This design comes from an exercise in tuning for small area, a short achievable clock period and few clock cycles on the open sky130 flow, not from production work.
In this exercise RTL edits were held to simulation tests only and were not proved equivalent to the original.
Power is estimated from default activity; no workload was simulated.

// sdio_host_seq
module sdio_host_seq (
    input  wire        clk,
    input  wire        rst,           
    input  wire        gpio_irq,      
    input  wire        req_valid,
    output wire        req_ready,
    input  wire [3:0]  req_op,
    input  wire [31:0] req_arg0,
    input  wire [31:0] req_arg1,
    output wire        rsp_valid,
    output wire [2:0]  rsp_code,
    output reg  [31:0] rsp_value,
    output wire        cmd_valid,
    input  wire        cmd_ready,
    output reg         cmd_kind,      
    output reg  [31:0] cmd_arg,
    output reg         cmd_reg,       
    output wire [31:0] cmd_off,       
    output wire [31:0] cmd_wdata,     
    input  wire        bus_rsp_valid,
    input  wire        bus_rsp_fail,
    input  wire [7:0]  bus_rsp_data,
    input  wire [31:0] bus_rsp_word
);
For scale: about 940 cells after synthesis, roughly 98 flip-flops, roughly 250 I/O pins, ~7600 µm² of cells after synthesis.
clock: 8.0 ns
lec_check: 0
cap_margin: 20
core_margin: 2
core_utilization: 40
setup_slack_margin: 4.0
slew_margin: 20
standard.sh (not shown) runs the stock make flow with config.mk's settings and CLKGATE_MAP_FILE= SYNTH_SCRIPT=/design/flow/synth_recipe.tcl, a recipe that flattens the netlist after the stock synthesis.
==> flow/flow/run.sh <==
#!/bin/bash
# Standard layout with two changes:
#  - the port buffers are made from the smallest plain buffer cell;
#  - the synthesis maps the logic with an area-oriented ABC script (flow/abc_area_deep.script)
#    in place of ORFS's speed script. Everything else in the synthesis is the standard flow's own script
#    (synth_recipe.tcl), so the registers and their names are those of the standard synthesis.
set -euo pipefail
here=$(pwd)
export BUFFER_PORTS_ARGS="-buffer_cell sky130_fd_sc_hd__buf_1"
export MY_ABC_SCRIPT="$here/flow/abc_area_deep.script"
{
  cat <<'EOT'
proc abc {args} {
  set i [lsearch -exact $args -script]
  if {$i >= 0} { lset args [expr {$i + 1}] $::env(MY_ABC_SCRIPT) }
  yosys abc {*}$args
}
EOT
  cat "$here/synth_recipe.tcl"
} > "$here/my_synth.tcl"
sed "s#$here/synth_recipe.tcl#$here/my_synth.tcl#g" standard.sh > my_standard.sh
grep -q my_synth.tcl my_standard.sh
bash my_standard.sh > standard.log 2>&1
==> flow/flow/abc_area_deep.script <==
strash
&get -n
&st
&dc2
&dch -f
&nf -a -R 1000
&st
&dc2
&dch -f
&nf -a -R 1000
&put
Testbench counts at the start, summed over its fixed seeds: cycles 13,179.
Change:
==> flow/flow/run.sh (replaced) <==
#!/bin/bash
# Standard layout, with the port buffers made from the smallest plain buffer cell.
set -euo pipefail
export BUFFER_PORTS_ARGS="-buffer_cell sky130_fd_sc_hd__buf_1"
bash standard.sh > standard.log 2>&1
- SETUP_SLACK_MARGIN: 4.0 -> 4.1
removed: flow/flow/abc_area_deep.script
Result: Register-to-register slack is better by 630 ps. Total power came out higher by 3.4%. Die area increases by 10%. Setup slack gains 76 ps. Hold slack improved by 4.1 ps. Cell area rises by about 6%. Area after synthesis increases by about 10%. Global-route usage went down by 2.5 points. Synthesized cell count is higher by about 12%. Fmax rose by about 2%.
Change:
- SETUP_SLACK_MARGIN: 4.1 -> 4.0
- TNS_END_PERCENT: not set -> 0
Result: The new run finished clean. Power went down by 3.0%. Die area stays the same. Routed wire length went down by 2.4%. Final area is lower by 4.7%. Core utilization drops by 2.3 points. Non-clock buffer count is lower by 20. Worst setup slack degrades by 83 ps.
Change:
- SETUP_SLACK_MARGIN: 4.0 -> 3.9
- TNS_END_PERCENT: 0 -> not set
=> The new run completed with no timing, DRC or antenna violations. Routed wire length hardly moves. Non-clock buffer count went down by 1. Cell area hardly moves. Core utilization stays flat. Global-route usage does not change. Worst setup slack degrades by 19 ps. Total power hardly moves. Flip-flop and latch count stays the same. Clock-buffer cell count does not change. Combinational power stays flat.

Setup of maple:
sdio_host_seq, a different RTL version from the one above (not shown whole).
Size: about 1,200 cells after synthesis, ~110 flip-flops, about 250 I/O pins, ~0.0098 sq mm of cells after synthesis.
## sdio_host_seq
module sdio_host_seq (
    input  wire        clk,
    input  wire        rst,           
    input  wire        gpio_irq,      
    input  wire        req_valid,
    output wire        req_ready,
    input  wire [3:0]  req_op,
    input  wire [31:0] req_arg0,
    input  wire [31:0] req_arg1,
    output wire        rsp_valid,
    output wire [2:0]  rsp_code,
    output reg  [31:0] rsp_value,
    output wire        cmd_valid,
    input  wire        cmd_ready,
    output reg         cmd_kind,      
    output reg  [31:0] cmd_arg,
    output reg         cmd_reg,       
    output wire [31:0] cmd_off,       
    output wire [31:0] cmd_wdata,     
    input  wire        bus_rsp_valid,
    input  wire        bus_rsp_fail,
    input  wire [7:0]  bus_rsp_data,
    input  wire [31:0] bus_rsp_word
);
Settings: LEC_CHECK=0, CAP_MARGIN=20, CORE_MARGIN=2, CORE_UTILIZATION=40, SETUP_SLACK_MARGIN=3.0, SLEW_MARGIN=20; clock period 8.0 ns.
run.sh (not shown) runs the stock make flow with config.mk's settings and CLKGATE_MAP_FILE= SYNTH_SCRIPT=/design/flow/synth_recipe.tcl, a recipe that flattens the netlist after the stock synthesis.
Stock flow here: none of the scripts above is used.
maple reached the final stage; the timing, DRC and antenna checks on its layout passed.
Testbench counts of maple, summed over its fixed seeds: cycles 13,179.
Relative to maple, the following input files were edited for zinc:
Settings: SETUP_SLACK_MARGIN no longer set, was 3.0.
[summary]
Having completed the whole flow, zinc delivered a layout that passed the timing, DRC and antenna checks. Share of power burned in combinational logic: maple vs zinc, no meaningful difference. maple and zinc ended up with roughly the same core utilization. Changes observed in zinc relative to maple: global-route total usage across every layer held; shortest clock period the worst path allows after layout went up; register-to-register slack increased 0.03 ns.

Setup of north:
Another version of the RTL of sdio_host_seq (not shown whole).
Size in the first run: about 910 cells after synthesis, ~90 flip-flops, roughly 250 I/O pins, ~7300 sq um of cells after synthesis.
Settings: LEC_CHECK=0, CAP_MARGIN=20, CORE_MARGIN=2, CORE_UTILIZATION=40, SETUP_SLACK_MARGIN=3.8, SLEW_MARGIN=20; clock period 8.0 ns.
standard.sh (not shown) runs the stock make flow with config.mk's settings and CLKGATE_MAP_FILE= SYNTH_SCRIPT=/design/flow/synth_recipe.tcl, a recipe that flattens the netlist after the stock synthesis.
==> flow/flow/run.sh <==
#!/bin/bash
# Standard layout with two changes:
#  - the port buffers are made from the smallest plain buffer cell;
#  - the synthesis maps the logic with an area-oriented ABC script (flow/abc_area_deep.script)
#    in place of ORFS's speed script. Everything else in the synthesis is the standard flow's own script
#    (synth_recipe.tcl), so the registers and their names are those of the standard synthesis.
set -euo pipefail
here=$(pwd)
export BUFFER_PORTS_ARGS="-buffer_cell sky130_fd_sc_hd__buf_1"
export MY_ABC_SCRIPT="$here/flow/abc_area_deep.script"
{
  cat <<'EOT'
proc abc {args} {
  set i [lsearch -exact $args -script]
  if {$i >= 0} { lset args [expr {$i + 1}] $::env(MY_ABC_SCRIPT) }
  yosys abc {*}$args
}
EOT
  cat "$here/synth_recipe.tcl"
} > "$here/my_synth.tcl"
sed "s#$here/synth_recipe.tcl#$here/my_synth.tcl#g" standard.sh > my_standard.sh
grep -q my_synth.tcl my_standard.sh
bash my_standard.sh > standard.log 2>&1
==> flow/flow/abc_area_deep.script <==
strash
&get -n
&st
&dc2
&dch -f
&nf -a -R 1000
&st
&dc2
&dch -f
&nf -a -R 1000
&put
Testbench counts of north, summed over its fixed seeds: cycles 13,179.
Edits applied to the flow inputs when going from north to south:
- changing SETUP_SLACK_MARGIN from 3.8 to 4.2
- The classification of the worst setup path comes out input pin to primary output in one run and flip-flop to primary output in the other, namely in south and north respectively.
- Taking north as the reference, in south per-cell routed wire length increased by 0.99% relative to the old numbers, final clock period utilization by the worst path now smaller, count of cells resized by post-cts repair saw an increase, total routed wire length on the met1 layer increased by 0.65% relative to the old numbers, peak ir drop on the vdd network went up about 1.6%.
### south -> east
- a change of SETUP_SLACK_MARGIN from 4.2 to 4.0
Notes after the runs:
east | status: complete | timing, DRC, antenna: pass. Number of detailed-routing iterations run before antenna repair for east is lower than for south. Compared with south, east shows fraction of layout cells with a size suffix above 1 lower by 9.5 points. In east, the post-cts resize count came out about 75% below the value in south. Combinational share of power ended up 2.2 points lower on east than on south. Higher count of clock-buffer cells in the layout among south and east: south.

==> afterwards: timing with drivers on the ports <==
No port has a modelled driver above. Below, the same layouts with a new extraction and two added sets of constraints. Step 1, drivers: a clkbuf_16 drives clk and a buf_2 each remaining input, both assumed. Step 2 also shifts input and output timing later by t, the mid clock arrival at the registers, as if the neighbouring blocks saw the same clock. Slacks: no drivers / after step 1 / after step 2; pairs: no drivers / after step 1.
run | t, ns | setup slack, ns | worst register clock-pin slew, ns | worst data-port slew with drivers (ns)
the first run of note 1 | 0.410 | 3.946 / 3.899 / 3.719 | 0.08 / 0.08 | 0.06
the second run of note 1 | 0.401 | 4.022 / 3.990 / 3.798 | 0.08 / 0.08 | 0.07
the third run of note 1 | 0.400 | 3.938 / 3.912 / 3.705 | 0.08 / 0.08 | 0.07
the fourth run of note 1 | 0.398 | 3.919 / 3.899 / 3.715 | 0.08 / 0.08 | 0.07
maple | 0.412 | 3.059 / 3.032 / 2.766 | 0.09 / 0.09 | 0.06
zinc | 0.411 | 2.741 / 2.691 / 2.492 | 0.09 / 0.09 | 0.06
north | 0.402 | 3.778 / 3.731 / 3.622 | 0.08 / 0.08 | 0.06
south | 0.405 | 4.052 / 4.005 / 3.869 | 0.08 / 0.08 | 0.08
east | 0.409 | 3.975 / 3.955 / 3.678 | 0.08 / 0.08 | 0.06
After both steps setup and hold are still met in every run listed. The setup slack of east, which loses most, moves by -0.020 ns with the drivers and by -0.297 ns with both steps.
